From an optimization exercise on the open Yosys and OpenROAD flow, aimed at small area, a short achievable clock period and few clock cycles per item; shortcuts taken in it are not production practice.
Function was checked by simulation only, so behaviour that the tests miss may differ from the original.
Power is estimated from default activity; no workload was simulated.

## design.v

```verilog
module fp64_add_s1 (
    input  wire [63:0]       a,
    input  wire [63:0]       b,
    output wire [141-1:0]  m
);
    wire        sa = a[63];
    wire        sb = b[63];
    wire [10:0] ea = a[62:52];
    wire [10:0] eb = b[62:52];
    wire [51:0] fa = a[51:0];
    wire [51:0] fb = b[51:0];
    wire a_max  = &ea;
    wire b_max  = &eb;
    wire a_fz   = ~|fa;
    wire b_fz   = ~|fb;
    wire a_nan  = a_max & ~a_fz;
    wire b_nan  = b_max & ~b_fz;
    wire a_inf  = a_max & a_fz;
    wire b_inf  = b_max & b_fz;
    wire        a_nrm = |ea;
    wire        b_nrm = |eb;
    wire [10:0] ea1 = {ea[10:1], ea[0] | ~a_nrm};
    wire [10:0] eb1 = {eb[10:1], eb[0] | ~b_nrm};
    wire [52:0] ma  = {a_nrm, fa};
    wire [52:0] mb  = {b_nrm, fb};
    wire        sub = sa ^ sb;
    wire [11:0] dab = {1'b0, ea1} - {1'b0, eb1};
    wire [11:0] dba = {1'b0, eb1} - {1'b0, ea1};
    wire        a_ge = ~dab[11];
    wire [10:0] d    = a_ge ? dab[10:0] : dba[10:0];
    wire        sx = a_ge ? sa  : sb;
    wire [10:0] ex = a_ge ? ea1 : eb1;
    wire [52:0] mx = a_ge ? ma  : mb;
    wire [52:0] mz = a_ge ? mb  : ma;
    wire [5:0]   sh    = (d > 11'd56) ? 6'd56 : d[5:0];
    wire [55:0]  zfull = {mz, 3'b000};
    wire [55:0]  zsh   = zfull >> sh;
    wire [55:0]  zlost = zfull & ~({56{1'b1}} << sh);
    wire [55:0]  za    = {zsh[55:1], zsh[0] | (|zlost)};
    wire [55:0]  xa    = {mx, 3'b000};
    wire [56:0]  f;
    wire         f_co;
    pfx_add #(57) u_fadd (.a({1'b0, xa}), .b(sub ? ~{1'b0, za} : {1'b0, za}),
                          .cin(sub), .s(f), .cout(f_co));
    wire        e_eq  = (ea1 == eb1);
    wire        d1    = (d == 11'd1);
    wire        ma_ge;
    wire [52:0] ma_mb;
    pfx_add #(53) u_cmp (.a(ma), .b(~mb), .cin(1'b1), .s(ma_mb), .cout(ma_ge));
    wire        pa    = e_eq ? ma_ge : a_ge;
    wire        sp    = pa ? sa : sb;
    wire [10:0] ep    = pa ? ea1 : eb1;
    wire [52:0] mp    = pa ? ma : mb;
    wire [52:0] mq    = pa ? mb : ma;
    wire [53:0] nq    = e_eq ? {mq, 1'b0} : {1'b0, mq};
    wire [53:0] nd;
    wire        nd_co;
    pfx_add #(54) u_nsub (.a({mp, 1'b0}), .b(~nq), .cin(1'b1), .s(nd), .cout(nd_co));
    wire sp_nan = a_nan | b_nan | (a_inf & b_inf & sub);
    wire sp_inf = a_inf | b_inf;
    wire inf_s  = a_inf ? sa : sb;
    wire nearc  = sub & (e_eq | d1);
    assign m = {sp_nan, sp_inf, inf_s, nearc, e_eq,
                sx, sub, ex, f,
                sp, ep, nd};
endmodule
module fp64_add_s2 (
    input  wire [141-1:0] m,
    output reg  [63:0]      y,
    output reg              ge       
);
    localparam [62:0] TWO_PI_M = 63'h401921FB54442D18;
    localparam [63:0] QNAN = 64'h7FF8000000000000;
    wire        sp_nan = m[140];
    wire        sp_inf = m[139];
    wire        inf_s  = m[138];
    wire        nearc  = m[137];
    wire        e_eq   = m[136];
    wire        sx     = m[135];
    wire        sub    = m[134];
    wire [10:0] ex     = m[133:123];
    wire [56:0] f      = m[122:66];
    wire        sp     = m[65];
    wire [10:0] ep     = m[64:54];
    wire [53:0] nd     = m[53:0];
    reg  [55:0] fn;
    reg  [11:0] fe;
    always @* begin
        if (f[56]) begin
            fn = {f[56:2], f[1] | f[0]};
            fe = {1'b0, ex} + 12'd1;
        end else if (f[55] | ~sub) begin
            fn = f[55:0];
            fe = {1'b0, ex};
        end else begin
            fn = {f[54:0], 1'b0};
            fe = {1'b0, ex} - 12'd1;
        end
    end
    wire [10:0] fef  = fn[55] ? fe[10:0] : 11'd0;
    wire        frnd = fn[2] & (fn[1] | fn[0] | fn[3]);
    wire [62:0] fmag;
    wire        fmag_co;
    pfx_add #(63) u_rnd (.a({fef, fn[54:3]}), .b(63'd0), .cin(frnd), .s(fmag), .cout(fmag_co));
    wire        fovf = (fe >= 12'd2047);
    reg  [5:0] lz;
    integer i;
    always @* begin
        lz = 6'd54;
        for (i = 0; i < 54; i = i + 1)
            if (nd[i]) lz = 6'd53 - i[5:0];
    end
    wire [10:0] epm1 = ep - 11'd1;
    wire        lim  = ({5'd0, lz} > epm1);
    wire [5:0]  nsh  = lim ? epm1[5:0] : lz;
    wire [53:0] nn   = nd << nsh;
    wire [10:0] nef  = nn[53] ? (ep - {5'd0, nsh}) : 11'd0;
    wire [62:0] nmag = {nef, nn[52:1]};
    wire        nzero = ~|nd;
    wire use_near = nearc & (e_eq | (~nd[53] & ~nd[52]));
    wire [62:0] fpre = {fef, fn[54:3]};
    wire        f_ge0, f_ge1, n_ge;
    wire [62:0] unused0, unused1, unused2;
    pfx_add #(63) u_fge0 (.a(fpre), .b(~TWO_PI_M), .cin(1'b1), .s(unused0), .cout(f_ge0));
    pfx_add #(63) u_fge1 (.a(fpre), .b(~(TWO_PI_M - 63'd1)), .cin(1'b1), .s(unused1), .cout(f_ge1));
    pfx_add #(63) u_nge  (.a(nmag), .b(~TWO_PI_M), .cin(1'b1), .s(unused2), .cout(n_ge));
    always @* begin
        if (sp_nan)
            ge = 1'b0;
        else if (sp_inf)
            ge = ~inf_s;
        else if (use_near)
            ge = ~nzero & ~sp & n_ge;
        else
            ge = ~sx & (fovf | (frnd ? f_ge1 : f_ge0));
    end
    always @* begin
        if (sp_nan)
            y = QNAN;
        else if (sp_inf)
            y = {inf_s, 11'h7FF, 52'd0};
        else if (use_near)
            y = nzero ? 64'd0 : {sp, nmag};
        else if (fovf)
            y = {sx, 11'h7FF, 52'd0};
        else
            y = {sx, fmag};
    end
endmodule
module pfx_add #(parameter W = 8) (
    input  wire [W-1:0] a,
    input  wire [W-1:0] b,
    input  wire         cin,
    output wire [W-1:0] s,
    output wire         cout
);
    localparam N = W + 1;
    localparam L = (N <= 2) ? 1 : (N <= 4) ? 2 : (N <= 8) ? 3 : (N <= 16) ? 4 :
                   (N <= 32) ? 5 : (N <= 64) ? 6 : 7;
    wire [N-1:0] g [0:L];
    wire [N-1:0] p [0:L];
    assign g[0] = {a & b, cin};
    assign p[0] = {a ^ b, 1'b0};
    genvar l, i;
    generate
        for (l = 0; l < L; l = l + 1) begin : lv
            for (i = 0; i < N; i = i + 1) begin : bt
                if ((i >> l) & 1) begin : cmb
                    localparam integer J = ((i >> (l + 1)) << (l + 1)) + (1 << l) - 1;
                    assign g[l+1][i] = g[l][i] | (p[l][i] & g[l][J]);
                    assign p[l+1][i] = p[l][i] & p[l][J];
                end else begin : pas
                    assign g[l+1][i] = g[l][i];
                    assign p[l+1][i] = p[l][i];
                end
            end
        end
    endgenerate
    assign s    = p[0][N-1:1] ^ g[L][N-2:0];
    assign cout = g[L][N-1];
endmodule
module phase_accumulator (
    input  wire        clk,
    input  wire        rst,
    input  wire        cmd_valid,
    output wire        cmd_ready,
    input  wire [1:0]  cmd_op,
    input  wire [2:0]  cmd_k,
    input  wire [63:0] cmd_data,
    output wire        rsp_valid,
    output wire [63:0] rsp_data
);
    localparam [63:0] TWO_PI     = 64'h401921FB54442D18;
    localparam [63:0] NEG_TWO_PI = 64'hC01921FB54442D18;
    localparam [1:0] OP_CLR = 2'd0, OP_ADV = 2'd1, OP_VAL = 2'd2;
    reg        c_v;
    reg [1:0]  c_op;
    reg [2:0]  c_k;
    reg [4:0]  c_sel;    
    reg [63:0] c_d;
    reg               p_v;      
    reg               p_wr;     
    reg               p_first;  
    reg               p_mw;     
    reg               p_clr;
    reg               p_val;
    reg [2:0]         p_k;
    reg [141-1:0]   p_m;
    reg        r_v;
    reg        w_p;      
    reg        s_ge;     
    reg [2:0]  s_k;
    reg [63:0] s_r;
    reg [63:0] ph [0:4];
    reg [4:0]  zf;
    wire wrap_now = w_p && s_ge;
    wire c_adv  = (c_op == OP_ADV) && (c_k <= 3'd4);
    wire hazard = p_v && (p_mw || (c_adv && (p_clr || (p_wr && p_k == c_k))));
    wire issue  = c_v && !wrap_now && !hazard;
    assign cmd_ready = !c_v || issue;
    assign rsp_valid = r_v && !wrap_now;
    assign rsp_data  = s_r;
    wire [4:0] a_sel = c_sel & ~zf & {5{~wrap_now}};
    wire [63:0] add_a = ({64{a_sel[0]}} & ph[0]) | ({64{a_sel[1]}} & ph[1]) |
                        ({64{a_sel[2]}} & ph[2]) | ({64{a_sel[3]}} & ph[3]) |
                        ({64{a_sel[4]}} & ph[4]) | ({64{wrap_now}} & s_r);
    wire [63:0] add_b = wrap_now ? NEG_TWO_PI : c_d;
    wire [141-1:0] add_m;
    fp64_add_s1 u_s1 (.a(add_a), .b(add_b), .m(add_m));
    function [9:0] q64;
        input [63:0] v;
        begin
            if (v[63] || v[62:52] < 11'd1017)
                q64 = 10'd0;
            else
                q64 = {1'b0, 1'b1, v[51:44]} >> (4'd8 - (v[55:52] - 4'd9));
        end
    endfunction
    wire big_a = !add_a[63] && (add_a[62:52] >= 11'd1026);
    wire big_b = !add_b[63] && (add_b[62:52] >= 11'd1026);
    wire [10:0] qsum = {1'b0, q64(add_a)} + {1'b0, q64(add_b)};
    wire may_wrap = big_a || big_b || (qsum >= 11'd401);
    wire [63:0] add_y;
    wire        y_ge;
    fp64_add_s2 u_s2 (.m(p_m), .y(add_y), .ge(y_ge));
    reg [63:0] ph_p;
    always @* begin
        case (p_k)
            3'd0:    ph_p = zf[0] ? 64'd0 : ph[0];
            3'd1:    ph_p = zf[1] ? 64'd0 : ph[1];
            3'd2:    ph_p = zf[2] ? 64'd0 : ph[2];
            3'd3:    ph_p = zf[3] ? 64'd0 : ph[3];
            3'd4:    ph_p = zf[4] ? 64'd0 : ph[4];
            default: ph_p = 64'd0;
        endcase
    end
    wire [63:0] res = p_wr ? add_y : (p_val ? ph_p : 64'd0);
    integer j;
    always @(posedge clk) begin
        p_m <= add_m;
        if (rst) begin
            p_v <= 1'b0;
            p_mw <= 1'b0;
        end else if (wrap_now) begin
            p_v     <= 1'b1;
            p_wr    <= 1'b1;
            p_first <= 1'b0;
            p_mw    <= 1'b0;
            p_clr   <= 1'b0;
            p_val   <= 1'b0;
            p_k     <= s_k;
        end else begin
            p_v     <= issue;
            p_wr    <= c_adv;
            p_first <= c_adv;
            p_mw    <= issue && c_adv && may_wrap;
            p_clr   <= (c_op == OP_CLR);
            p_val   <= (c_op == OP_VAL) && (c_k <= 3'd4);
            p_k     <= c_k;
        end
        if (rst)
            c_v <= 1'b0;
        else if (cmd_ready)
            c_v <= cmd_valid;
        if (cmd_ready) begin
            c_op <= cmd_op;
            c_k  <= cmd_k;
            for (j = 0; j < 5; j = j + 1)
                c_sel[j] <= (cmd_k == j[2:0]);
            c_d  <= cmd_data;
        end
        if (rst) begin
            r_v <= 1'b0;
            w_p <= 1'b0;
        end else begin
            r_v <= p_v;
            w_p <= p_v && p_first;
        end
        s_r  <= res;
        s_ge <= y_ge;
        s_k  <= p_k;
        if (rst)
            zf <= 5'b11111;
        else if (p_v && p_clr)
            zf <= 5'b11111;
        else if (p_v && p_wr)
            for (j = 0; j < 5; j = j + 1)
                if (p_k == j[2:0])
                    zf[j] <= 1'b0;
        for (j = 0; j < 5; j = j + 1)
            if (p_v && p_wr && p_k == j[2:0])
                ph[j] <= add_y;
    end
endmodule
```

## flow/run.sh

```bash
#!/bin/bash
# The standard layout (standard.sh, all steps), with the timing repair
# asked to overfix setup by a margin, so that the achieved period shrinks,
# and with the number of repair passes bounded so that it ends in time.
# ORFS's scripts are copied here and util.tcl's repair_timing_helper gets
# -max_passes; nothing else in them changes. Logs stay in this folder.
set -o pipefail
W=$(pwd)
cp -r "$FLOW_HOME/scripts" "$W/scripts"
sed -i 's/^  lappend additional_args {\*}\$args -verbose$/  lappend additional_args {*}$args -verbose -max_passes $::env(RT_MAX_PASSES)/' "$W/scripts/util.tcl"
grep -n "max_passes" "$W/scripts/util.tcl" > patch.log 2>&1
export RT_MAX_PASSES=${RT_MAX_PASSES:-1500}
export SETUP_SLACK_MARGIN=${SETUP_MARGIN:-17.5}
export TNS_END_PERCENT=${TNS_PCT:-10}
bash standard.sh SCRIPTS_DIR="$W/scripts" finish > standard.log 2>&1
```

## standard.sh

```bash
#!/bin/bash
# synth_recipe.tcl (not shown) runs the flow's synth.tcl, then flattens the netlist and writes it again
# the make line also repeats each setting of config.mk as NAME=value (left out here)
make -C /OpenROAD-flow-scripts/flow DESIGN_CONFIG=/design/flow/config.mk WORK_HOME=/design/flow/orfs CLKGATE_MAP_FILE= SYNTH_SCRIPT=/design/flow/synth_recipe.tcl "${@:-finish}"
```

## config.mk

```make
export PLATFORM = sky130hd
export DESIGN_NAME = phase_accumulator
export DESIGN_NICKNAME = phase_accumulator
export VERILOG_FILES = /design/flow/design.v
export SDC_FILE = /design/flow/constraint.sdc
export NUM_CORES = 4
export LEC_CHECK = 0
export CAP_MARGIN = 20
export CORE_MARGIN = 2
export CORE_UTILIZATION = 40
export SLEW_MARGIN = 20
```

## constraint.sdc

```tcl
create_clock -name core_clock -period 25.0 [get_ports {clk}]
set_input_delay 5.0000 -clock core_clock [delete_from_list [all_inputs] [get_ports {clk}]]
set_output_delay 5.0000 -clock core_clock [all_outputs]
set_load 0.01 [all_outputs]
```

==> results list, run 1 <==
- Summing over every cut layer, the via total after detailed routing is 48.5k.
- In the global route stage, overall resource usage came out at 0.366.
- Highest attainable clock frequency: approximately 110 MHz
* Worst clock skew: 0.0245 ns
- The via count of the first global-routing pass came to 44.2k.
- Share of the synthesized netlist area taken by xor and xnor gates: 0.0428
- Across the run, the number of max-cap violations was 0.
- In this run the standard cell core region covers about 110000 um^2.
- For this run, the leading register cell type out of synthesis is sky130_fd_sc_hd__edfxtp_1.
- Buffer depth of the longest clock path: 3
- Area growth, synth to finish: 24.5%
- Dividing the final minimum period by the clock period gives 0.380.
* Kind of start point of the critical path: flip-flop
- Total setup violations reported at the end of the flow: 0
* Die outline width: 344 um
- After routing the design area is ~58000 um^2.
- The worst pin sits at a relative slew slack of 0.185.
* Count of H-tree levels built during CTS: 3
* Worst R2R Start: c_sel[3]$_DFFE_PP_
- In this run the worst setup path begins at c_sel[3]$_DFFE_PP_.
- Entering global routing, the biggest net connects 87 pins.
- Summed over all failing endpoints, the final setup total negative slack is 0 ns.
- Of the synthesized area, sequential elements account for 0.355.
* Area of the mapped netlist: 46300 um^2
- Dividing the detail-routed via count by the number of cells gives roughly 6.6.
* Number of remaining DRC errors: 0
* Post-Route Hold Slack: 0.441 ns
- Global-route wire length before repair: 316000 um
- The synthesized netlist contains 108 unique library cells.
- Total Die Area: roughly 120000 um^2
- Synth Instances: approximately 5.4k
- Transition time at the pin with the least slew margin: 1.21 ns
- Unrepaired setup endpoints after global routing: yes
- In this run, CTS created clock tree buffers numbering 72.
- Number of DRC markers in iteration 0: 6933
- Counting flops and latches in the post-synthesis netlist gives 620.
- Clk Latency, worst-skew pair: 0.66 ns
- Crit path required time: 25.53 ns
- The startpoint identified for the worst hold timing path is p_first$_SDFFCE_PP0N_.
- Clock-pin slew on the worst setup and hold paths: about 0.060 ns
- From bottom edge to top edge, the die measures 344 um.
- Classification of the worst setup path: reg2reg
- The initial utilization of the core area, before any placement, comes to 0.404.
* Run status: no timing/DRC/antenna violations
* Yosys synthesis warning count: 7
* Share of cell area taken by muxes after synthesis: 0.0601
* Routability congestion estimate from global placement: 1.06
* Final Slew Violations: 0
- Fillcell total: 10.7k
- Num Clock Sinks: 620
* Static leakage power: 22.6 nW
- The total overflow left after global routing is 0.
* Area share of fa/ha/maj cells after synthesis: 0.0636
- CP max FO: 60
* Initial antenna violation count: 14
* Final core utilization: 0.503
- Power spread over the standard cell area amounts to slightly below 60 nW/um^2.
- Post-route minimum period: 9.51 ns
* Main combinational cell family by area after synthesis: compound AO/OA/AOI/OAI gates
* Per-cell routed wire length: 30.8 um
- The complex-gate fraction of the synthesized area was 0.259.
- The final layout contains between 6k and 7k nets.
- Hold-fix buffers at CTS: 0
* Path category of the worst min-delay check: reg2reg
- Largest voltage drop on the vdd net: just over 0.00006 V
- On the worst path, the slowest cell contributes a delay of 0.94 ns.
- After detailed placement, the total cell area comes to 49600 um^2.
- The HPWL after detailed placement is 158000 um.
- The worst setup path is captured at a flip-flop.
- TritonCTS clock tree: built
- The final-report hold violation count came to 0.
- The routed design has 226000 um of wire.
- Number of I/O port buffers: 137
- In the final layout, the share of cells above drive strength 1 is 0.189.
- Number of detailed-routing iterations run before antenna repair: 10
* Mean Syn Cell Area: 8.52 um^2
* Data arrival time of the critical path: 10.05 ns
* EDFF count, synth: 401
- In the synthesized netlist the async set-or-reset flop fraction comes to 0.
* Simple-gate share of the synthesized area: 0.174
- Root Buffer Master: sky130_fd_sc_hd__clkbuf_16
* Critical path's slowest cell: sky130_fd_sc_hd__mux2i_1
* # rows: approximately 120
- 138 I/O pins were placed.
* Antenna violation net count after detailed routing: 0
- In this design, the critical path's most frequently occurring cell is sky130_fd_sc_hd__a21oi_2.
cell type report:
cell class	count	area, um^2	area share
Clock inverter	36	402	0.00697
Antenna cell	8	20.0	0.000347
Tap cell	1512	1890	0.0328
Sequential cell	620	16400	0.285
Inverter	182	713	0.0124
Clock buffer	97	1970	0.0341
Timing Repair Buffer	587	5780	0.100
Multi-Input combinational cell	4281	30400	0.528
cell usage after synthesis, drive strengths merged (14+ instances only):
| library cell | count | area (um^2) |
|---|---|---|
| a222oi | 67 | 671 |
| nand4 | 66 | 419 |
| xnor2 | 134 | 1170 |
| inv | 180 | 676 |
| and2 | 63 | 394 |
| and3 | 71 | 444 |
| nor3 | 138 | 696 |
| buf | 101 | 432 |
| dfxtp | 219 | 4380 |
| o21ai | 296 | 1500 |
| nand3 | 133 | 678 |
| o31ai | 20 | 150 |
| o22ai | 40 | 250 |
| ha | 213 | 2670 |
| o211ai | 34 | 255 |
| a221o | 14 | 140 |
| o21bai | 18 | 139 |
| nor2 | 532 | 2000 |
| a211oi | 71 | 558 |
| edfxtp | 401 | 12000 |
| nand2 | 513 | 1930 |
| a21oi | 562 | 2820 |
| a21o | 128 | 961 |
| nor2b | 51 | 319 |
| nor4 | 56 | 372 |
| a22oi | 286 | 2150 |
| nand2b | 34 | 213 |
| clkbuf | 266 | 998 |
| a21boi | 17 | 128 |
| a211o | 17 | 149 |
| o21a | 40 | 300 |
| mux4 | 14 | 315 |
| mux2 | 34 | 387 |
| or2 | 15 | 93.8 |
| a221oi | 35 | 313 |
| xor2 | 92 | 806 |
| mux2i | 208 | 2080 |
| a31oi | 35 | 219 |
| o2111ai | 20 | 175 |
state kept, by name, summed over array words and instances, names as in the netlist:
register and flops:
c_d 64, c_k 3, c_op 2, c_sel 5, c_v 1, p_clr 1
p_first 1, p_k 3, p_m 141, p_mw 1, p_v 1, p_val 1
p_wr 1, ph 320, r_v 1, s_ge 1, s_k 3, s_r 64
w_p 1, zf 5
kinds of logic (layout without fill, tap and decap cells):
logic type,count (synthesis),after routing
buf+inv,549,902
xor+xnor,226,226
fa+ha+maj,228,228
flops,620,620
mux,256,256
other cells,0,8
simple gates,1733,1750
compound gates,1820,1821
what timing repair did:
action                                  in CTS  in global routing
hold endpoints to repair                     0                  0
endpoints found under the setup margin     437                461
gates cloned                                35                  4
gates resized for setup                    470                177
buffers inserted                           239                 44
pin swaps                                  143                 87
through the flow:
step | setup slack [ns] | power, mW | cells
global route | 15.29 | 3.48 | 7317
detailed placement | 12.98 | 2.17 | 6860
global placement | 13.18 | 2.17 | 6860
floorplan | 15.88 | 1.81 | 5432
finish | 15.49 | 3.38 | 7323
CTS | 15.61 | 3.31 | 7267
layout by cell type, fill, tap and decap left out, types with 27 or more instances in the layout:
cell	synthesis	layout
sky130_fd_sc_hd__nor2_1	531	496
sky130_fd_sc_hd__nand2_1	512	492
sky130_fd_sc_hd__a21oi_1	561	484
sky130_fd_sc_hd__edfxtp_1	401	401
sky130_fd_sc_hd__buf_4	2	350
sky130_fd_sc_hd__a22oi_1	286	267
sky130_fd_sc_hd__o21ai_0	290	241
sky130_fd_sc_hd__dfxtp_1	219	213
sky130_fd_sc_hd__ha_1	213	204
sky130_fd_sc_hd__mux2i_1	208	190
sky130_fd_sc_hd__inv_1	173	167
sky130_fd_sc_hd__clkdlybuf4s50_1	0	137
sky130_fd_sc_hd__a21o_1	128	127
sky130_fd_sc_hd__nand3_1	132	126
sky130_fd_sc_hd__xnor2_1	134	119
sky130_fd_sc_hd__nor3_1	137	118
sky130_fd_sc_hd__xor2_1	92	87
sky130_fd_sc_hd__clkbuf_16	0	76
sky130_fd_sc_hd__a222oi_1	67	67
sky130_fd_sc_hd__a21oi_2	1	66
sky130_fd_sc_hd__nand4_1	65	65
sky130_fd_sc_hd__a211oi_1	69	52
sky130_fd_sc_hd__and2_1	62	51
sky130_fd_sc_hd__and3_1	71	47
sky130_fd_sc_hd__nor4_1	54	46
sky130_fd_sc_hd__buf_6	1	46
sky130_fd_sc_hd__nor2b_1	51	40
sky130_fd_sc_hd__o21a_1	40	39
sky130_fd_sc_hd__o22ai_1	40	35
sky130_fd_sc_hd__o211ai_1	34	34
sky130_fd_sc_hd__nand2b_1	34	33
sky130_fd_sc_hd__mux2_2	33	32
sky130_fd_sc_hd__o21ai_1	4	27
routing by layer:
metal,track usage,up-vias,part of all wire,wire (um)
met2,0.536,3246,0.42,94800
met1,0.492,23531,0.40,90200
met5,0,-,0.00031,69
met3,0.104,639,0.12,27600
met4,0.179,12,0.058,13100
li1,-,21079,-,-
power breakdown:
part | total, mW | switching (mW) | internal (mW) | leakage (nW)
logic | 1.01 | 0.640 | 0.370 | 15.9
registers | 1.30 | 0.0971 | 1.20 | 5.58
clock network | 1.07 | 0.448 | 0.622 | 1.14
final timing paths:
path	end	slack, ns	depth (start not counted)
max	p_m[121]$_DFF_P_	15.49	39
max reg2reg	p_m[121]$_DFF_P_	15.49	39
min	w_p$_SDFF_PP0_	0.44	1
min reg2reg	w_p$_SDFF_PP0_	0.44	1
worst max-delay path: cells and delay by family (launching register included):
family                     cells  cell delay, ns
AOI/OAI and AO/OA             17            4.02
xor gates and xnor gates       2            0.30
adders and majority gates      2            0.68
buffers and inverters          6            1.04
DFF                            1            0.37
muxes                          1            0.94
and+or+nand+nor               11            1.97
Testbench counts, summed over its fixed seeds: cycles 28,304, items 24,000.
==> inputs of run 2 (changes only) <==
--- a/design.v
+++ b/design.v
@@ -2,5 +2,5 @@
     input  wire [63:0]       a,
     input  wire [63:0]       b,
-    output wire [141-1:0]  m
+    output wire [130-1:0]  m
 );
     wire        sa = a[63];
@@ -50,5 +50,4 @@
     wire        pa    = e_eq ? ma_ge : a_ge;
     wire        sp    = pa ? sa : sb;
-    wire [10:0] ep    = pa ? ea1 : eb1;
     wire [52:0] mp    = pa ? ma : mb;
     wire [52:0] mq    = pa ? mb : ma;
@@ -63,8 +62,8 @@
     assign m = {sp_nan, sp_inf, inf_s, nearc, e_eq,
                 sx, sub, ex, f,
-                sp, ep, nd};
+                sp, nd};
 endmodule
 module fp64_add_s2 (
-    input  wire [141-1:0] m,
+    input  wire [130-1:0] m,
     output reg  [63:0]      y,
     output reg              ge       
@@ -72,16 +71,16 @@
     localparam [62:0] TWO_PI_M = 63'h401921FB54442D18;
     localparam [63:0] QNAN = 64'h7FF8000000000000;
-    wire        sp_nan = m[140];
-    wire        sp_inf = m[139];
-    wire        inf_s  = m[138];
-    wire        nearc  = m[137];
-    wire        e_eq   = m[136];
-    wire        sx     = m[135];
-    wire        sub    = m[134];
-    wire [10:0] ex     = m[133:123];
-    wire [56:0] f      = m[122:66];
-    wire        sp     = m[65];
-    wire [10:0] ep     = m[64:54];
+    wire        sp_nan = m[129];
+    wire        sp_inf = m[128];
+    wire        inf_s  = m[127];
+    wire        nearc  = m[126];
+    wire        e_eq   = m[125];
+    wire        sx     = m[124];
+    wire        sub    = m[123];
+    wire [10:0] ex     = m[122:112];
+    wire [56:0] f      = m[111:55];
+    wire        sp     = m[54];
     wire [53:0] nd     = m[53:0];
+    wire [10:0] ep     = ex;
     reg  [55:0] fn;
     reg  [11:0] fe;
@@ -104,11 +103,21 @@
     pfx_add #(63) u_rnd (.a({fef, fn[54:3]}), .b(63'd0), .cin(frnd), .s(fmag), .cout(fmag_co));
     wire        fovf = (fe >= 12'd2047);
-    reg  [5:0] lz;
-    integer i;
-    always @* begin
-        lz = 6'd54;
-        for (i = 0; i < 54; i = i + 1)
-            if (nd[i]) lz = 6'd53 - i[5:0];
-    end
+    wire [63:0] lzv = {nd, 1'b1, 9'd0};
+    wire [7:0]  bnz;
+    wire [2:0]  bcl [0:7];
+    genvar g;
+    generate
+        for (g = 0; g < 8; g = g + 1) begin : lzb
+            wire [7:0] by = lzv[63-8*g -: 8];
+            assign bnz[g] = |by;
+            assign bcl[g] = by[7] ? 3'd0 : by[6] ? 3'd1 : by[5] ? 3'd2 :
+                            by[4] ? 3'd3 : by[3] ? 3'd4 : by[2] ? 3'd5 :
+                            by[1] ? 3'd6 : 3'd7;
+        end
+    endgenerate
+    wire [2:0] gi = bnz[0] ? 3'd0 : bnz[1] ? 3'd1 : bnz[2] ? 3'd2 :
+                    bnz[3] ? 3'd3 : bnz[4] ? 3'd4 : bnz[5] ? 3'd5 :
+                    bnz[6] ? 3'd6 : 3'd7;
+    wire [5:0] lz = {gi, bcl[gi]};
     wire [10:0] epm1 = ep - 11'd1;
     wire        lim  = ({5'd0, lz} > epm1);
@@ -205,6 +214,7 @@
     reg               p_clr;
     reg               p_val;
+    reg               p_fwd;    
     reg [2:0]         p_k;
-    reg [141-1:0]   p_m;
+    reg [130-1:0]   p_m;
     reg        r_v;
     reg        w_p;      
@@ -216,5 +226,7 @@
     wire wrap_now = w_p && s_ge;
     wire c_adv  = (c_op == OP_ADV) && (c_k <= 3'd4);
-    wire hazard = p_v && (p_mw || (c_adv && (p_clr || (p_wr && p_k == c_k))));
+    wire c_rd   = (c_op == OP_ADV || c_op == OP_VAL) && (c_k <= 3'd4);
+    wire c_hit  = p_wr && (p_k == c_k);
+    wire hazard = p_v && (p_mw || (c_rd && p_clr) || (c_adv && c_hit));
     wire issue  = c_v && !wrap_now && !hazard;
     assign cmd_ready = !c_v || issue;
@@ -225,6 +237,6 @@
                         ({64{a_sel[2]}} & ph[2]) | ({64{a_sel[3]}} & ph[3]) |
                         ({64{a_sel[4]}} & ph[4]) | ({64{wrap_now}} & s_r);
-    wire [63:0] add_b = wrap_now ? NEG_TWO_PI : c_d;
-    wire [141-1:0] add_m;
+    wire [63:0] add_b = wrap_now ? NEG_TWO_PI : (c_op[1] ? 64'h8000000000000000 : c_d);
+    wire [130-1:0] add_m;
     fp64_add_s1 u_s1 (.a(add_a), .b(add_b), .m(add_m));
     function [9:0] q64;
@@ -244,16 +256,5 @@
     wire        y_ge;
     fp64_add_s2 u_s2 (.m(p_m), .y(add_y), .ge(y_ge));
-    reg [63:0] ph_p;
-    always @* begin
-        case (p_k)
-            3'd0:    ph_p = zf[0] ? 64'd0 : ph[0];
-            3'd1:    ph_p = zf[1] ? 64'd0 : ph[1];
-            3'd2:    ph_p = zf[2] ? 64'd0 : ph[2];
-            3'd3:    ph_p = zf[3] ? 64'd0 : ph[3];
-            3'd4:    ph_p = zf[4] ? 64'd0 : ph[4];
-            default: ph_p = 64'd0;
-        endcase
-    end
-    wire [63:0] res = p_wr ? add_y : (p_val ? ph_p : 64'd0);
+    wire [63:0] res = p_fwd ? s_r : ((p_wr || p_val) ? add_y : 64'd0);
     integer j;
     always @(posedge clk) begin
@@ -269,4 +270,5 @@
             p_clr   <= 1'b0;
             p_val   <= 1'b0;
+            p_fwd   <= 1'b0;
             p_k     <= s_k;
         end else begin
@@ -276,5 +278,6 @@
             p_mw    <= issue && c_adv && may_wrap;
             p_clr   <= (c_op == OP_CLR);
-            p_val   <= (c_op == OP_VAL) && (c_k <= 3'd4);
+            p_val   <= (c_op == OP_VAL);
+            p_fwd   <= (c_op == OP_VAL) && (c_k <= 3'd4) && p_v && c_hit;
             p_k     <= c_k;
         end
--- a/flow/run.sh
+++ b/flow/run.sh
@@ -12,4 +12,4 @@
 export RT_MAX_PASSES=${RT_MAX_PASSES:-1500}
 export SETUP_SLACK_MARGIN=${SETUP_MARGIN:-17.5}
-export TNS_END_PERCENT=${TNS_PCT:-10}
+export TNS_END_PERCENT=${TNS_PCT:-0}
 bash standard.sh SCRIPTS_DIR="$W/scripts" finish > standard.log 2>&1
--- a/config.mk
+++ b/config.mk
@@ -8,4 +8,4 @@
 export CAP_MARGIN = 20
 export CORE_MARGIN = 2
-export CORE_UTILIZATION = 40
+export CORE_UTILIZATION = 55
 export SLEW_MARGIN = 20
==> run 2 against run 1 <==
Against the previous run: still clean on timing, DRC and antenna; clock skew up 0.027 ns; maximum frequency up 1.4%; flip-flop and latch count down 10; wire length down 13%; largest cell class unchanged.
==> results list, run 2 <==
- Num Clock Sinks: 610
- Place WS: 13.45 ns
- Number of DRC markers in iteration 0: 7396
* Final-report hold violation count: 0
* Number of cells on the critical path: 44
- GRT met2 Usage: 0.656
- CP max FO: 14
- Buffer depth of the longest clock path: 3
- Static leakage power: 21.0 nW
* Leading cell types by count after synthesis: sky130_fd_sc_hd__nor2_1, sky130_fd_sc_hd__nand2_1, sky130_fd_sc_hd__a21oi_1
* Setup slack after layout: 15.62 ns
* Highest attainable clock frequency: 107 MHz
- Global-route congestion overflow total: 0
- For this run, global-route usage on met1 was measured as 0.592.
- Die Height: 289 um
- Total setup violations reported at the end of the flow: 0
- The complex-gate fraction of the synthesized area is 0.212.
- Top-count cell post-synth: sky130_fd_sc_hd__nor2_1
- The tree is rooted in a sky130_fd_sc_hd__clkbuf_16.
- Clock latency on the worst-skew pair, taken at its later pin, is 0.67 ns.
- Share of flip-flops with an asynchronous set or reset after synthesis: 0
- DR vias/cell: around 6.9
* Hold-fix buffers at CTS: 0
- Unrepaired setup endpoints after global routing: yes
* Number of remaining DRC errors: 0
- Of the synthesized area, sequential elements account for 0.379.
* Share of cell area taken by muxes after synthesis: 0.0742
- Yosys mapped a number of flops with a built-in enable equal to approximately 470.
* Synth Instances: 5064
* Number of flip-flops under the largest register name: 320
- For the worst setup path, the data required time is approximately 26 ns.
- In this run the core area contains 104 standard-cell rows.
- In the layout the commonest cells are sky130_fd_sc_hd__nor2_1, sky130_fd_sc_hd__nand2_1, sky130_fd_sc_hd__edfxtp_1.
- The net count of the finished layout is 5581.
- Data on the critical path arrives at its endpoint at roughly 9.9 ns.
- By area, the combinational part of the netlist is dominated by compound AO/OA/AOI/OAI gates.
- On the critical path, the stage with the largest delay is an instance of sky130_fd_sc_hd__or3b_4.
* Register containing the most flip-flops in the final layout: ph
* Endpoint of the worst hold path: w_p$_SDFF_PP0_
- In this run the cell area measured after placement is between 40000 and 50000 um^2.
- On the worst path, the slowest cell contributes a delay of roughly 0.47 ns.
* Simple-gate share of the synthesized area: 0.178
- In this run the register-to-register setup slack is 15.62 ns.
* Worst reg2reg endpoint: p_m[91]$_DFF_P_
* Most heavily used metal layer in global routing: met2
- Of the available clock period, the critical path in the final layout requires 0.375.
- Critical path endpoint category: flip-flop
- Together, buffers and inverters on the worst path number 6.
- The number of different library cells used by synthesis comes to 110.
- Worst R2R Start: s_ge$_SDFF_PP0_
* DP Wirelength: 140000 um
* Per-cell routed wire length: 30.8 um
* Area share of fa/ha/maj cells after synthesis: 0.0662
- The synthesized netlist occupies a cell area of 44600 um^2.
- IO Count: between 100 and 150
- Initial antenna violation count: 2
- Top area cells in the synthesized netlist: sky130_fd_sc_hd__edfxtp_1, sky130_fd_sc_hd__dfxtp_1, sky130_fd_sc_hd__mux2i_1
- Routability congestion estimate from global placement: 1.11
- Antenna violation net count after detailed routing: 0
* Core footprint: 80400 um^2
- In the synthesized netlist the dominant register cell turns out to be sky130_fd_sc_hd__edfxtp_1.
- Top cell family by delay on the critical path: compound AO/OA/AOI/OAI gates
- At the pin with the least slew margin, the transition time is 1.39 ns.
- The worst-case IR drop observed on VDD is 0.0000645 V.
* Most common library cell in the layout ignoring fill and taps: sky130_fd_sc_hd__nor2_1
- The max-slew violation count came to 0.
* Clock buffer count from CTS: 68
- Count of H-tree levels built during CTS: 3
* Share of the synthesized netlist area taken by xor and xnor gates: 0.0492
- For this block, the routed nets add up to approximately 200000 um of wire.
- In this run the horizontal extent of the chip is 289 um.
- In this run the tightest slew margin relative to its limit is 0.0667.
- The flow ran to the end and the layout has no timing, DRC or antenna violations.
- Fillcell total: 6583
- Total Die Area: 83300 um^2
* Routing usage on met3: 0.136
- Mean Syn Cell Area: 8.80 um^2
- In the final layout, the share of cells above drive strength 1 is 0.140.
- Across the routed clock network, the largest skew measured is roughly 0.052 ns.
- By startpoint and endpoint, the worst setup path is classified as reg2reg.
* Kind of start point of the critical path: flip-flop
* Yosys synthesis warning count: 7
- Path category of the worst min-delay check: reg2reg
- Via count of the first global-routing pass: 40.0k
- Largest net degree at the start of global routing: a little over 90
- The initial utilization of the core area, before any placement, comes to 0.554.
* Largest registers in the final layout: ph: 320 flops, p_m: 130 flops
- Across every metal layer, demand over resource in global routing totals 0.455.
- Clock-pin slew on the worst setup and hold paths: 0.06 ns
* Number of detailed-routing iterations run before antenna repair: 9
- Post-synthesis register bit count: 610
- The clock period could shrink to 9.38 ns.
- Counting instances, the worst hold path has a depth of 1.
- Port buffering added 137 buffers.
- Across the run, the number of max-cap violations was 0.
- Area growth, synth to finish: 18.9%
* Pwr/cell area: 88.5 nW/um^2
- Across all layers, the routed design uses 44.4k vias.
- The number of cells on the worst reg-to-reg path is 44.
- The startpoint identified for the worst hold timing path is p_first$_SDFFCE_PP0N_.
- TritonCTS built the clock tree.
- Of the post-synthesis cell area, the dominant cell type holds 0.314.
- Final instance area: 53000 um^2
* Aggregate negative setup slack: 0 ns
- Cell type with the highest aggregate area in the netlist: sky130_fd_sc_hd__edfxtp_1
* Global-route wire length before repair: 276000 um
==> run 2: stage by stage <==
step | instances | hold WS, ns | power, mW | utilization
finish | 6399 | 0.481 | 4.69 | 0.659
global route | 6397 | 0.520 | 4.83 | 0.659
CTS | 6360 | 0.482 | 4.57 | 0.649
detailed placement | 6111 | 0.464 | 3.49 | 0.591
global placement | 6110 | 0.459 | 3.48 | 0.591
floorplan | 5064 | 0.445 | 2.74 | -
==> run 2: how the worst max path moves through the flow <==
stage	start	end	slack (ns)
4_1_cts	c_sel[2]$_DFFE_PP_	p_m[104]$_DFF_P_	16.07
3_3_place_gp	s_ge$_SDFF_PP0_	p_m[111]$_DFF_P_	13.13
2_1_floorplan	c_sel[4]$_DFFE_PP_	p_m[104]$_DFF_P_	16.66
6_report	s_ge$_SDFF_PP0_	p_m[91]$_DFF_P_	15.62
3_5_place_dp	w_p$_SDFF_PP0_	p_m[91]$_DFF_P_	13.45
5_1_grt	s_ge$_SDFF_PP0_	p_m[91]$_DFF_P_	15.46
==> run 2: power breakdown <==
| group | switching (mW) | internal [mW] | leakage (nW) |
|---|---|---|---|
| sequential | 0.169 | 1.32 | 5.65 |
| combinational | 1.40 | 0.772 | 14.2 |
| clock | 0.451 | 0.580 | 1.12 |
| total | 2.02 | 2.67 | 21.0 |
==> run 2: layout make-up <==
cell class | instances | area [um^2] | share of cell area
diodes | 2 | 5.00 | 0.0000945
clock buffers | 87 | 1820 | 0.0343
clock inverters | 38 | 503 | 0.00950
inverters | 159 | 604 | 0.0114
multi-input cells | 3995 | 27300 | 0.515
flip-flops and latches | 610 | 16900 | 0.319
well taps | 1060 | 1330 | 0.0250
repair buffers | 448 | 4570 | 0.0863
==> run 2: cell families after synthesis <==
group / Yosys count
adder cells (fa/ha/maj): 228
buffers and inverters: 468
flip-flops: 610
XOR/XNOR: 247
AO/OA/AOI/OAI: 1482
AND/OR/NAND/NOR: 1711
multiplexers: 318
==> run 2: per-layer routing <==
metal | vias up | part of all wire
met5 | - | 0.000056
met4 | 2 | 0.086
met3 | 801 | 0.14
met2 | 3424 | 0.41
met1 | 20904 | 0.37
li1 | 19265 | -
==> run 2: repair_timing <==
| item | 4_1_cts | 5_1_grt |
|---|---|---|
| pin swaps | 77 | 60 |
| endpoints found under the setup margin | 470 | 465 |
| cloned | 28 | 6 |
| resized for setup | 234 | 96 |
| setup buffers | 96 | 31 |
Testbench counts of run 2, summed over its fixed seeds: cycles 28,327, items 24,000.
==> inputs of run 3 (changes only) <==
--- a/design.v
+++ b/design.v
@@ -206,5 +206,6 @@
     reg [1:0]  c_op;
     reg [2:0]  c_k;
-    reg [4:0]  c_sel;    
+    reg [4:0]  a_sel_r;
+    reg        wsel_r;   
     reg [63:0] c_d;
     reg               p_v;      
@@ -229,13 +230,13 @@
     wire c_hit  = p_wr && (p_k == c_k);
     wire hazard = p_v && (p_mw || (c_rd && p_clr) || (c_adv && c_hit));
-    wire issue  = c_v && !wrap_now && !hazard;
+    wire issue  = c_v && !wsel_r && !hazard;
     assign cmd_ready = !c_v || issue;
     assign rsp_valid = r_v && !wrap_now;
     assign rsp_data  = s_r;
-    wire [4:0] a_sel = c_sel & ~zf & {5{~wrap_now}};
+    wire [4:0] a_sel = a_sel_r & ~zf;
     wire [63:0] add_a = ({64{a_sel[0]}} & ph[0]) | ({64{a_sel[1]}} & ph[1]) |
                         ({64{a_sel[2]}} & ph[2]) | ({64{a_sel[3]}} & ph[3]) |
-                        ({64{a_sel[4]}} & ph[4]) | ({64{wrap_now}} & s_r);
-    wire [63:0] add_b = wrap_now ? NEG_TWO_PI : (c_op[1] ? 64'h8000000000000000 : c_d);
+                        ({64{a_sel[4]}} & ph[4]);
+    wire [63:0] add_b = wsel_r ? NEG_TWO_PI : (c_op[1] ? 64'h8000000000000000 : c_d);
     wire [130-1:0] add_m;
     fp64_add_s1 u_s1 (.a(add_a), .b(add_b), .m(add_m));
@@ -263,6 +264,6 @@
             p_v <= 1'b0;
             p_mw <= 1'b0;
-        end else if (wrap_now) begin
-            p_v     <= 1'b1;
+        end else if (wsel_r) begin
+            p_v     <= wrap_now;
             p_wr    <= 1'b1;
             p_first <= 1'b0;
@@ -289,8 +290,14 @@
             c_op <= cmd_op;
             c_k  <= cmd_k;
-            for (j = 0; j < 5; j = j + 1)
-                c_sel[j] <= (cmd_k == j[2:0]);
             c_d  <= cmd_data;
         end
+        if (rst)
+            wsel_r <= 1'b0;
+        else
+            wsel_r <= p_v && p_mw;
+        for (j = 0; j < 5; j = j + 1)
+            a_sel_r[j] <= (p_v && p_mw) ? (p_k == j[2:0]) :
+                          cmd_ready     ? (cmd_k == j[2:0]) :
+                                          (c_k == j[2:0]);
         if (rst) begin
             r_v <= 1'b0;
==> run 3 against run 2 <==
Against the previous run: register-to-register slack got worse by 0.32 ns; clock skew grew 0.0063 ns; design area shrank 3.4%; die area fell by 0.17%; via count shrank 4.1%; sequential share of layout area grew 1.1 points; critical path depth grew 2; flip-flop and latch count increased by 1; global-route usage decreased by 3.4 points; largest cell class unchanged; largest power group unchanged.
==> results list, run 3 <==
* Leading cell types by count after synthesis: sky130_fd_sc_hd__nand2_1, sky130_fd_sc_hd__nor2_1, sky130_fd_sc_hd__a21oi_1
- Buffer depth of the longest clock path: 3
* Sequential share of the synthesized area: 0.379
- Critical path endpoint category: flip-flop
- Synth Instances: 5074
- IO Count: 138
- TritonCTS clock tree: built
- Count of H-tree levels built during CTS: 3
- Data arrival time of the critical path: 10.23 ns
* Register-to-register setup slack: about 15 ns
- Initial antenna violation count: 10
* Share of flip-flops with an asynchronous set or reset after synthesis: 0
* Routability congestion estimate from global placement: 1.09
- After detailed routing, the number of vias per cell comes to ~6.7.
- Top-count cell post-synth: sky130_fd_sc_hd__nand2_1
* Ratio of final minimum period to clock period: 0.388
- At the later pin of the worst-skew pair, clock insertion delay measures roughly 0.66 ns.
- For hold timing, the worst endpoint is w_p$_SDFF_PP0_.
* Post-Route Hold Slack: 0.460 ns
- For this configuration, the core starts out at a cell density of 0.554.
* Root Buffer Master: sky130_fd_sc_hd__clkbuf_16
- Length in cells of the worst reg-to-reg path: 46
- Total wire length after detailed routing: roughly 180000 um
- Pwr/cell area: 95.8 nW/um^2
- Via count of the first global-routing pass: between 30k and 40k
- After global routing the overflow that remains totals 0.
* Area of the mapped netlist: about 44000 um^2
* CP max FO: 14
- Count of distinct cell types in the synthesized netlist: 113
* Fraction of final layout cells with drive strength greater than 1: 0.109
- Relative slew slack: 0.151
* Register containing the most flip-flops in the final layout: ph
- From bottom edge to top edge, the die measures a little under 300 um.
- Yosys mapped a number of flops with a built-in enable equal to 461.
- Largest voltage drop on the vdd net: around 0.00007 V
- Setup slack on the critical path of the routed design comes to 15.30 ns.
* Worst R2R Start: a_sel_r[1]$_DFF_P_
* Number of nets in the finished design: 5493
- TritonCTS created 66 clock buffers.
- Core footprint: 80300 um^2
- After clock tree synthesis, the clock-pin slew on the worst setup and hold paths is about 0.060 ns.
- The smallest clock period supported by the final layout is computed as 9.70 ns.
* Transition time at the pin with the least slew margin: between 1 and 1.5 ns
* Post-synth top area share: 0.311
* Dominant register cell in the synthesized netlist: sky130_fd_sc_hd__edfxtp_1
* Run status: no timing/DRC/antenna violations
- After detailed routing, the number of remaining DRC violations is 0.
- Post-synthesis register bit count: 611
- The max-slew violation count was 0.
* Antenna violation net count after detailed routing: 0
- The die is 288 um wide.
* Fillcell total: 6789
* Total power after layout: 4.91 mW
- The count of buffers added on input and output ports is 137.
* Worst clock skew: 0.0581 ns
* Largest registers in the final layout: ph: 320 flops, p_m: 130 flops
* Critical path's most frequent cell: sky130_fd_sc_hd__buf_4
- Cell Count, Final, Fillers Out: 6310
* Most common library cell in the layout ignoring fill and taps: sky130_fd_sc_hd__nand2_1
- The largest total area in the synthesized netlist belongs to sky130_fd_sc_hd__edfxtp_1.
* Worst reg2reg endpoint: p_m[111]$_DFF_P_
* Aggregate negative setup slack: 0 ns
- The slowest stage of the critical path is the sky130_fd_sc_hd__a21oi_1 cell.
- Along the worst hold path, the cell count comes to 1.
- Top area cells in the synthesized netlist: sky130_fd_sc_hd__edfxtp_1, sky130_fd_sc_hd__dfxtp_1, sky130_fd_sc_hd__ha_1
- Crit path required time: 25.53 ns
- Area growth, synth to finish: 15.1%
- Derived from the worst setup path, the maximum achievable clock frequency is between 100 and 150 MHz.
* # rows: 104
- DP Wirelength: roughly 130000 um
* Mean Syn Cell Area: 8.77 um^2
* Number of detailed-routing iterations run before antenna repair: 9
- Setup repair after global routing could not meet its margin everywhere.
- Hold_sp: p_first$_SDFFCE_PP0N_
- In the final routed layout, each cell accounts on average for 28.5 um.
- The worst setup path is of the reg2reg kind.
- Commonest cells after routing, fill and taps aside: sky130_fd_sc_hd__nand2_1, sky130_fd_sc_hd__nor2_1, sky130_fd_sc_hd__a21oi_1
- Detailed routing inserted a total of 42.6k vias.
- Placed cell count: around 6.1k
* Path category of the worst min-delay check: reg2reg
- At the placement stage, the worst setup path has a slack of roughly 13 ns.
- On the worst path, the slowest cell contributes a delay of 0.49 ns.
- Hold repair after CTS inserted 0 buffers.
* Yosys synthesis warning count: 7
- Static leakage power: 20.2 nW
- # Max-Cap Violations: 0
* Num Clock Sinks: 611
- Number of flip-flops under the largest register name: 320
* Total setup violations reported at the end of the flow: 0
- Global-route wire length before repair: 258000 um
* Total Die Area: between 80000 and 90000 um^2
* Number of DRC markers in iteration 0: 6182
- Final-report hold violation count: 0
- All-Layer GR Usage: 0.421
- STA classifies the critical path startpoint as a flip-flop.
- Largest net degree at the start of global routing: 77
## run 3: cell count changes in the layout (fill, tap and decap cells not counted), moves of 27 or more
cell	previous run	this run
sky130_fd_sc_hd__buf_4	249	183
sky130_fd_sc_hd__nand2_1	493	557
sky130_fd_sc_hd__a22oi_1	185	77
sky130_fd_sc_hd__a211oi_1	24	64
sky130_fd_sc_hd__o21ai_0	266	293
sky130_fd_sc_hd__a21oi_2	47	19
sky130_fd_sc_hd__nor3_1	122	91
sky130_fd_sc_hd__a21oi_1	420	478
## run 3: timing repair
| item | CTS | global route |
|---|---|---|
| pin swaps | 34 | 29 |
| resized for setup | 138 | 50 |
| buffers inserted | 62 | 17 |
| cloned | 21 | 1 |
| endpoints found under the setup margin | 276 | 466 |
## run 3: metrics by stage
step | utilization | area, um^2
floorplan | - | 44700
global placement | 0.587 | 47200
detailed placement | 0.587 | 47200
CTS | 0.633 | 50800
global route | 0.637 | 51200
finish | 0.638 | 51200
## run 3: how the worst max path moves through the flow
stage	slack, ns	cells after the start	endpoint	start
2_1_floorplan	15.92	52	p_m[111]$_DFF_P_	a_sel_r[4]$_DFF_P_
3_3_place_gp	13.56	43	p_m[111]$_DFF_P_	c_op[1]$_DFFE_PN_
3_5_place_dp	13.40	43	p_m[111]$_DFF_P_	c_op[1]$_DFFE_PN_
4_1_cts	15.68	49	p_m[111]$_DFF_P_	a_sel_r[2]$_DFF_P_
5_1_grt	14.96	48	p_m[111]$_DFF_P_	a_sel_r[1]$_DFF_P_
6_report	15.30	46	p_m[111]$_DFF_P_	a_sel_r[1]$_DFF_P_
## run 3: area by class of cell
type                    count  area (um^2)  share of cell area
diodes                      5         12.5            0.000244
clock buffers              83         1780              0.0347
clock inverters            36          424             0.00829
inverters                 177          674              0.0132
multi-input cells        3984        26700               0.522
flip-flops and latches    611        16900               0.330
well taps                1060         1330              0.0259
repair buffers            354         3390              0.0663
## run 3: per-layer routing
layer,wire length (um),track usage,vias to the layer above
met5,51,0,-
met1,68900,0.561,20048
met3,22800,0.111,603
li1,-,-,19012
met4,12800,0.250,6
met2,75100,0.616,2912
## run 3: cell families after synthesis
kind of cell / share of synthesized area
adders and majority gates: 0.0660
buffers and inverters: 0.0441
xor gates and xnor gates: 0.0449
DFF: 0.379
AOI/OAI and AO/OA: 0.215
and+or+nand+nor: 0.175
muxes: 0.0765
## run 3: worst max-delay path, delay by kind of cell, from the launching register on
kind	cells	cell delay [ns]
flip-flops	1	0.38
adder cells (fa/ha/maj)	3	0.82
AO/OA/AOI/OAI	20	4.48
buffers and inverters	11	1.45
AND/OR/NAND/NOR	11	2.11
XOR/XNOR	1	0.32
## run 3: where the power goes
| group | switching [mW] | leakage [nW] | total (mW) | internal, mW |
|---|---|---|---|---|
| combinational | 1.51 | 13.5 | 2.36 | 0.855 |
| sequential | 0.174 | 5.61 | 1.54 | 1.37 |
| clock | 0.436 | 1.07 | 1.00 | 0.567 |
| total | 2.12 | 20.2 | 4.91 | 2.79 |
Testbench counts of run 3, summed over its fixed seeds: cycles 28,356, items 24,000.
==> inputs of run 4 (changes only) <==
--- a/config.mk
+++ b/config.mk
@@ -8,4 +8,4 @@
 export CAP_MARGIN = 20
 export CORE_MARGIN = 2
-export CORE_UTILIZATION = 55
+export CORE_UTILIZATION = 50
 export SLEW_MARGIN = 20
==> run 4 against run 3 <==
Against the previous run: critical path depth fell by 3; sequential power barely moved; via count rose by 0.16%; flip-flop and latch count did not move; maximum frequency rose by 1.7%; cell count rose by 1.9%; hold slack got worse by 0.015 ns; worst setup slack improved by 0.16 ns; critical path type unchanged; critical endpoint is now p_m[77]$_DFF_P_; largest power group unchanged.
==> results list, run 4 <==
- Area of the mapped netlist: 44500 um^2
- Clock latency on the worst-skew pair, taken at its later pin, is 0.68 ns.
- Yosys synthesis warning count: 7
- Setup slack on the critical path of the routed design comes to 15.45 ns.
- Fill cells in the final layout number 7886.
- CTS built an H-tree with a depth of 2.
- Count of distinct cell types in the synthesized netlist: roughly 110
- TritonCTS built the clock tree.
- Worst clock skew: about 0.047 ns
- The tree built by TritonCTS fans out to 611 sinks.
- For the worst setup path, the data required time is between 20 and 30 ns.
- For this run, the register share of the synthesized area comes to 0.379.
* Number of vias in the routed layout: 42.7k
* Aggregate negative setup slack: 0 ns
- The worst setup path is of the reg2reg kind.
- 138 I/O pins were placed.
- Total setup violations reported at the end of the flow: 0
- In this run the register-to-register setup slack is between 15 and 20 ns.
- The tightest min-delay check is of the reg2reg type.
* Hold_sp: p_first$_SDFFCE_PP0N_
* # rows: roughly 110
- After the first detailed-routing iteration, the DRC count stood at between 6k and 7k.
- In this run, synthesis produced a sequential element count of 611.
* Number of detailed-routing iterations run before antenna repair: 7
- Excluding fillers, the count of instances in the completed layout stands at 6432.
* Commonest cells after routing, fill and taps aside: sky130_fd_sc_hd__nand2_1, sky130_fd_sc_hd__nor2_1, sky130_fd_sc_hd__a21oi_1
- Counting every instance in the synthesized netlist gives between 5k and 6k.
* Share of flip-flops with an asynchronous set or reset after synthesis: 0
- Pwr/cell area: roughly 96 nW/um^2
- After detailed routing, the average wire length per cell comes to 29.7 um.
* Placed cell count: between 6k and 7k
* Antenna fix cells: 0
- Die outline width: 302 um
- CTS placed an instance of sky130_fd_sc_hd__clkbuf_16 at the clock tree root.
- The share of synthesized area in the top cell type comes to 0.311.
- The area growth from synthesis to layout is 15.2%.
* Dominant register cell in the synthesized netlist: sky130_fd_sc_hd__edfxtp_1
* Data arrival time of the critical path: 10.13 ns
* Worst reg2reg endpoint: p_m[77]$_DFF_P_
- Cell type with the highest aggregate area in the netlist: sky130_fd_sc_hd__edfxtp_1
- After clock tree synthesis, the flow added hold-fix buffers numbering 0.
- Critical path's slowest cell: sky130_fd_sc_hd__a211oi_1
* Post-route minimum period: 9.55 ns
* Top area cells in the synthesized netlist: sky130_fd_sc_hd__edfxtp_1, sky130_fd_sc_hd__dfxtp_1, sky130_fd_sc_hd__ha_1
- The placed instances occupy a cell area of 47500 um^2.
- Largest registers in the final layout: ph: 320 flops, p_m: 130 flops
* Total Die Area: 91400 um^2
* Area of combinational cells with multiple inputs: 26600 um^2
- Run status: no timing/DRC/antenna violations
* DP Wirelength: 142000 um
- The register with the most flip-flops in the layout has 320 of them.
- Clock buffer count from CTS: 61
- For the pin with the worst max-slew slack, the measured transition is between 1 and 1.5 ns.
- Counting flops per register, the top entry is ph.
- FF+latch area: around 17000 um^2
* Largest net degree at the start of global routing: 79
* Final instance area: 51200 um^2
* Final-report hold violation count: 0
- Core footprint: 88200 um^2
- Static leakage power: approximately 20 nW
- The worst setup path is launched from a flip-flop.
- Counting instances, the worst hold path has a depth of 1.
- Using the TritonRoute via totals, the vias-per-cell ratio works out to 6.63.
- The via count of the first global-routing pass was just under 40k.
- Measured along the y axis, the die boundary spans 302 um.
- Input and output buffers added on the ports amount to 137.
- Total power after layout: ~4.9 mW
* Clock-pin slew on the worst setup and hold paths: 0.07 ns
- Routability congestion estimate from global placement: 1.09
- Final Slew Violations: 0
- In this run the mean area of a mapped cell was 8.77 um^2.
- Total wire length after detailed routing: roughly 190000 um
- Buffer depth of the longest clock path: 3
- The library cell used most frequently in the layout, excluding fill and tap cells, is sky130_fd_sc_hd__nand2_1.
* Relative slew slack: 0.192
* EDFF count, synth: 461
- Setup repair after global routing could not meet its margin everywhere.
- The startpoint identified for the worst register-to-register timing path is a_sel_r[4]$_DFF_P_.
* Endpoint of the worst hold path: w_p$_SDFF_PP0_
* Critical path endpoint category: flip-flop
- For this configuration, the core starts out at a cell density of 0.504.
- All-Layer GR Usage: 0.409
- In the finished design, the share of the clock period the worst path needs comes to 0.382.
- Fraction of final layout cells with drive strength greater than 1: 0.108
- The first global-routing pass estimated 273000 um of wire.
* # Max-Cap Violations: 0
- Highest attainable clock frequency: 105 MHz
* Number of remaining DRC errors: 0
* Largest stage delay, worst path: 0.61 ns
* Top-count cell post-synth: sky130_fd_sc_hd__nand2_1
- Initial antenna violation count: 9
- Global-route congestion overflow total: 0
- In the final design database the tool counted around 5.5k nets.
- IR analysis of the VDD net gives a maximum drop of 0.0000640 V.
* Length in cells of the worst reg-to-reg path: 43
- Leading cell types by count after synthesis: sky130_fd_sc_hd__nand2_1, sky130_fd_sc_hd__nor2_1, sky130_fd_sc_hd__a21oi_1
- CP max FO: 31
- Timing analysis after detailed placement gives a worst setup slack of between 10 and 15 ns.
- Once detail routing completed, the nets flagged for antenna violations numbered 0.
==> run 4: worst max-delay path by stage <==
stage	from	endpoint	slack, ns	cells past startpoint
final	a_sel_r[4]$_DFF_P_	p_m[77]$_DFF_P_	15.45	43
after global routing	a_sel_r[4]$_DFF_P_	p_m[111]$_DFF_P_	14.95	51
after CTS	a_sel_r[4]$_DFF_P_	p_m[111]$_DFF_P_	15.57	51
after detailed placement	c_op[1]$_DFFE_PN_	p_m[111]$_DFF_P_	13.65	45
after global placement	c_op[1]$_DFFE_PN_	p_m[111]$_DFF_P_	13.90	45
after floorplan	a_sel_r[4]$_DFF_P_	p_m[111]$_DFF_P_	15.92	52
==> run 4: layout make-up <==
class	count	share of cell area
Clock inverter	24	0.00503
Inverter	177	0.0131
Clock buffer	88	0.0323
Multi-Input combinational cell	3979	0.518
Timing Repair Buffer	387	0.0738
Tap cell	1165	0.0284
Sequential cell	611	0.329
Timing Repair inverter	1	0.0000977
==> run 4: timing repair <==
action / in CTS / in global routing
setup buffers: 66 / 11
endpoints found under the hold margin: 0 / 0
setup endpoints to repair: 292 / 428
gates cloned: 23 / 0
pin swaps: 42 / 37
gates resized for setup: 129 / 20
==> run 4: per-layer routing <==
metal / vias to the layer above / global-route usage / share of wire
met5: - / 0 / 0.00016
met4: 6 / 0.259 / 0.079
met3: 659 / 0.0868 / 0.11
met2: 2829 / 0.599 / 0.42
met1: 20092 / 0.549 / 0.39
li1: 19065 / - / -
==> run 4: worst max-delay path: cells and delay by family (launching register included) <==
family	cells	cell delay, ns
buf+inv	6	0.97
xor+xnor	2	0.43
mux	1	0.28
fa+ha+maj	3	1.02
compound gates	18	4.49
simple gates	13	1.95
flops	1	0.30
==> run 4: cells by family (layout without fill, tap and decap cells) <==
| logic type | after synthesis | in the layout | synth area share |
|---|---|---|---|
| simple gates | 1694 | 1702 | 0.175 |
| compound gates | 1497 | 1497 | 0.215 |
| flops | 611 | 611 | 0.379 |
| buf+inv | 492 | 677 | 0.0441 |
| mux | 326 | 326 | 0.0765 |
| fa+ha+maj | 227 | 227 | 0.0660 |
| xor+xnor | 227 | 227 | 0.0449 |
==> run 4: where the power goes <==
| part | internal [mW] | leakage (nW) | switching, mW |
|---|---|---|---|
| Combinational | 0.867 | 13.8 | 1.60 |
| Clock | 0.503 | 0.921 | 0.394 |
| Sequential | 1.37 | 5.60 | 0.172 |
| Total | 2.74 | 20.3 | 2.17 |
==> run 4: metrics by stage <==
step                hold WS, ns   util
floorplan                 0.346      -
global placement          0.428  0.539
detailed placement        0.436  0.539
CTS                       0.450  0.579
global route              0.457  0.581
finish                    0.446  0.581
==> inputs of run 5 (changes only) <==
--- a/design.v
+++ b/design.v
@@ -46,6 +46,5 @@
     wire        d1    = (d == 11'd1);
     wire        ma_ge;
-    wire [52:0] ma_mb;
-    pfx_add #(53) u_cmp (.a(ma), .b(~mb), .cin(1'b1), .s(ma_mb), .cout(ma_ge));
+    pfx_ge #(53) u_cmp (.a(ma), .b(mb), .ge(ma_ge));
     wire        pa    = e_eq ? ma_ge : a_ge;
     wire        sp    = pa ? sa : sb;
@@ -101,5 +100,5 @@
     wire [62:0] fmag;
     wire        fmag_co;
-    pfx_add #(63) u_rnd (.a({fef, fn[54:3]}), .b(63'd0), .cin(frnd), .s(fmag), .cout(fmag_co));
+    assign {fmag_co, fmag} = {1'b0, fef, fn[54:3]} + {63'd0, frnd};
     wire        fovf = (fe >= 12'd2047);
     wire [63:0] lzv = {nd, 1'b1, 9'd0};
@@ -130,8 +129,7 @@
     wire [62:0] fpre = {fef, fn[54:3]};
     wire        f_ge0, f_ge1, n_ge;
-    wire [62:0] unused0, unused1, unused2;
-    pfx_add #(63) u_fge0 (.a(fpre), .b(~TWO_PI_M), .cin(1'b1), .s(unused0), .cout(f_ge0));
-    pfx_add #(63) u_fge1 (.a(fpre), .b(~(TWO_PI_M - 63'd1)), .cin(1'b1), .s(unused1), .cout(f_ge1));
-    pfx_add #(63) u_nge  (.a(nmag), .b(~TWO_PI_M), .cin(1'b1), .s(unused2), .cout(n_ge));
+    assign f_ge0 = (fpre >= TWO_PI_M);
+    assign f_ge1 = (fpre >= TWO_PI_M - 63'd1);
+    assign n_ge  = (nmag >= TWO_PI_M);
     always @* begin
         if (sp_nan)
@@ -189,4 +187,33 @@
     assign cout = g[L][N-1];
 endmodule
+module pfx_ge #(parameter W = 8) (
+    input  wire [W-1:0] a,
+    input  wire [W-1:0] b,
+    output wire         ge
+);
+    localparam N = W + 1;
+    localparam L = (N <= 2) ? 1 : (N <= 4) ? 2 : (N <= 8) ? 3 : (N <= 16) ? 4 :
+                   (N <= 32) ? 5 : (N <= 64) ? 6 : 7;
+    wire [N-1:0] g [0:L];
+    wire [N-1:0] p [0:L];
+    assign g[0] = {a & ~b, 1'b1};
+    assign p[0] = {a ^ ~b, 1'b0};
+    genvar l, i;
+    generate
+        for (l = 0; l < L; l = l + 1) begin : lv
+            for (i = 0; i < N; i = i + 1) begin : bt
+                if ((i >> l) & 1) begin : cmb
+                    localparam integer J = ((i >> (l + 1)) << (l + 1)) + (1 << l) - 1;
+                    assign g[l+1][i] = g[l][i] | (p[l][i] & g[l][J]);
+                    assign p[l+1][i] = p[l][i] & p[l][J];
+                end else begin : pas
+                    assign g[l+1][i] = g[l][i];
+                    assign p[l+1][i] = p[l][i];
+                end
+            end
+        end
+    endgenerate
+    assign ge = g[L][N-1];
+endmodule
 module phase_accumulator (
     input  wire        clk,
--- a/config.mk
+++ b/config.mk
@@ -10,2 +10,3 @@
 export CORE_UTILIZATION = 50
 export SLEW_MARGIN = 20
+export SYNTH_HIERARCHICAL = 1
==> run 5 against run 4 <==
Against the previous run: highest routed layer unchanged; design area rose by 8.2%; critical path depth shrank 19; count of clock-buffer cells in the layout increased by 4; register-to-register slack better by 0.83 ns; sequential power decreased by 6%; total power decreased by 9.2%; global-route usage up 3.9 points; still clean; wire length rose by 18%; combinational power fell by 18%; synthesized area up 7.3%; worst setup slack better by 0.83 ns; critical endpoint is now s_ge$_DFF_P_; clock power up about 10%.
==> results list, run 5 <==
- The flow ran to the end and the layout has no timing, DRC or antenna violations.
* Routability congestion estimate from global placement: between 1 and 1.5
* Total wire length after detailed routing: 226000 um
- Buffer depth of the longest clock path: 3
* Total setup violations reported at the end of the flow: 0
- Post-route minimum period: 8.72 ns
* Crit path required time: 25.47 ns
- Number of remaining DRC errors: 0
- Fraction of final layout cells with drive strength greater than 1: 0.136
* Worst reg2reg endpoint: s_ge$_DFF_P_
* Aggregate negative setup slack: 0 ns
- Initial antenna violation count: 6
- Setup repair after global routing could not meet its margin everywhere.
- After floorplanning, the core was divided into 113 placement rows.
- The path with the worst hold slack has its endpoint at w_p$_SDFF_PP0_.
- Hold-fix buffers at CTS: 0
- Global routing finished with a remaining overflow of 0.
- For this design the ratio of total power to cell area is 80.3 nW/um^2.
- Die Height: 313 um
- Die outline width: 313 um
* Relative slew slack: 0.124
* Most common library cell in the layout ignoring fill and taps: sky130_fd_sc_hd__nand2_1
* Final instance area: 55400 um^2
- Num Clock Sinks: just over 600
- Length in cells of the worst reg-to-reg path: 24
- Switching Power: 1.96 mW
* DR vias/cell: between 6 and 7
- The critical path in this run is classified as reg2reg.
- In this run the remaining antenna-violating nets after routing total 0.
- The core region is roughly 95000 um^2.
- Largest voltage drop on the vdd net: ~0.000052 V
- Largest registers in the final layout: ph: 320 flops, p_m: 130 flops
- Mean Syn Cell Area: 8.73 um^2
* Transition time at the pin with the least slew margin: ~1.3 ns
[run 5: routing by layer]
layer	vias to the layer above	GRT usage	part of all wire
met5	-	0	0.00015
met4	6	0.327	0.091
met3	944	0.131	0.13
met2	3513	0.647	0.41
met1	22963	0.570	0.37
li1	20694	-	-
[run 5: area by class of cell]
cell class | count | area, um^2 | share of cell area
multi-input combinational | 4346 | 30000 | 0.542
tap | 1265 | 1580 | 0.0286
timing repair buffer | 387 | 4070 | 0.0734
sequential | 611 | 16900 | 0.304
clock inverter | 31 | 383 | 0.00691
antenna | 3 | 7.51 | 0.000135
inverter | 177 | 676 | 0.0122
clock buffer | 92 | 1820 | 0.0328
[run 5: what timing repair did]
item,4_1_cts,5_1_grt
gates cloned,27,0
pin swaps,98,25
endpoints found under the hold margin,0,0
endpoints found under the setup margin,482,267
buffers inserted,116,8
gates resized for setup,250,22
[run 5: how the worst max path moves through the flow]
stage / from / to / slack, ns / cells after the start
2_1_floorplan: a_sel_r[4]$_DFF_P_ / p_m[110]$_DFF_P_ / 17.27 / 34
6_report: p_m[52]$_DFF_P_ / s_ge$_DFF_P_ / 16.28 / 24
4_1_cts: a_sel_r[4]$_DFF_P_ / p_m[110]$_DFF_P_ / 16.75 / 34
3_3_place_gp: c_op[1]$_DFFE_PN_ / p_m[86]$_DFF_P_ / 14.42 / 31
5_1_grt: a_sel_r[0]$_DFF_P_ / p_m[110]$_DFF_P_ / 16.13 / 36
3_5_place_dp: c_op[1]$_DFFE_PN_ / p_m[108]$_DFF_P_ / 14.31 / 32
[run 5: power groups by stage]
| stage | logic [mW] | clock network [mW] | registers, mW |
|---|---|---|---|
| floorplan | 1.16 | 0 | 1.37 |
| global route | 2.10 | 1.04 | 1.44 |
| global placement | 1.86 | 0 | 1.44 |
| CTS | 1.93 | 0.995 | 1.42 |
| finish | 2.02 | 0.990 | 1.44 |
| detailed placement | 1.85 | 0 | 1.44 |
[run 5: critical path, stage by stage (launching register included)]
cell	delay, ns
sky130_fd_sc_hd__dfxtp_1	0.44
sky130_fd_sc_hd__nor4_4	0.67
sky130_fd_sc_hd__and4_1	0.40
sky130_fd_sc_hd__o21ai_2	0.20
sky130_fd_sc_hd__or3_1	0.42
sky130_fd_sc_hd__a31oi_1	0.33
sky130_fd_sc_hd__ha_1	0.24
sky130_fd_sc_hd__o21a_1	0.12
sky130_fd_sc_hd__o21ai_0	0.08
sky130_fd_sc_hd__nand2_1	0.13
sky130_fd_sc_hd__o2111ai_4	0.21
sky130_fd_sc_hd__nor2_4	0.25
sky130_fd_sc_hd__o41ai_2	0.15
sky130_fd_sc_hd__or3_4	0.46
sky130_fd_sc_hd__o21ai_4	0.21
sky130_fd_sc_hd__buf_6	0.51
sky130_fd_sc_hd__mux2i_1	0.63
sky130_fd_sc_hd__a22o_1	0.28
sky130_fd_sc_hd__a21oi_1	0.26
sky130_fd_sc_hd__o41ai_1	0.48
sky130_fd_sc_hd__o31ai_1	0.15
sky130_fd_sc_hd__a211oi_1	0.35
sky130_fd_sc_hd__a211oi_1	0.18
sky130_fd_sc_hd__o41a_1	0.54
sky130_fd_sc_hd__o41ai_4	0.74
[run 5: through the flow]
stage	hold slack (ns)	setup WS [ns]
after floorplan	0.343	17.27
after global placement	0.436	14.42
after detailed placement	0.469	14.31
after CTS	0.462	16.75
after global routing	0.477	16.13
final	0.460	16.28
Testbench counts of run 5, summed over its fixed seeds: cycles 28,356, items 24,000.

Setup slack of run 5, layout unchanged: 16.284 ns with ideal ports, 16.284 ns with driving cells assumed (clock clkbuf_16, inputs buf_2), 16.284 ns with port delays also shifted by the 0.718 ns mid clock arrival.
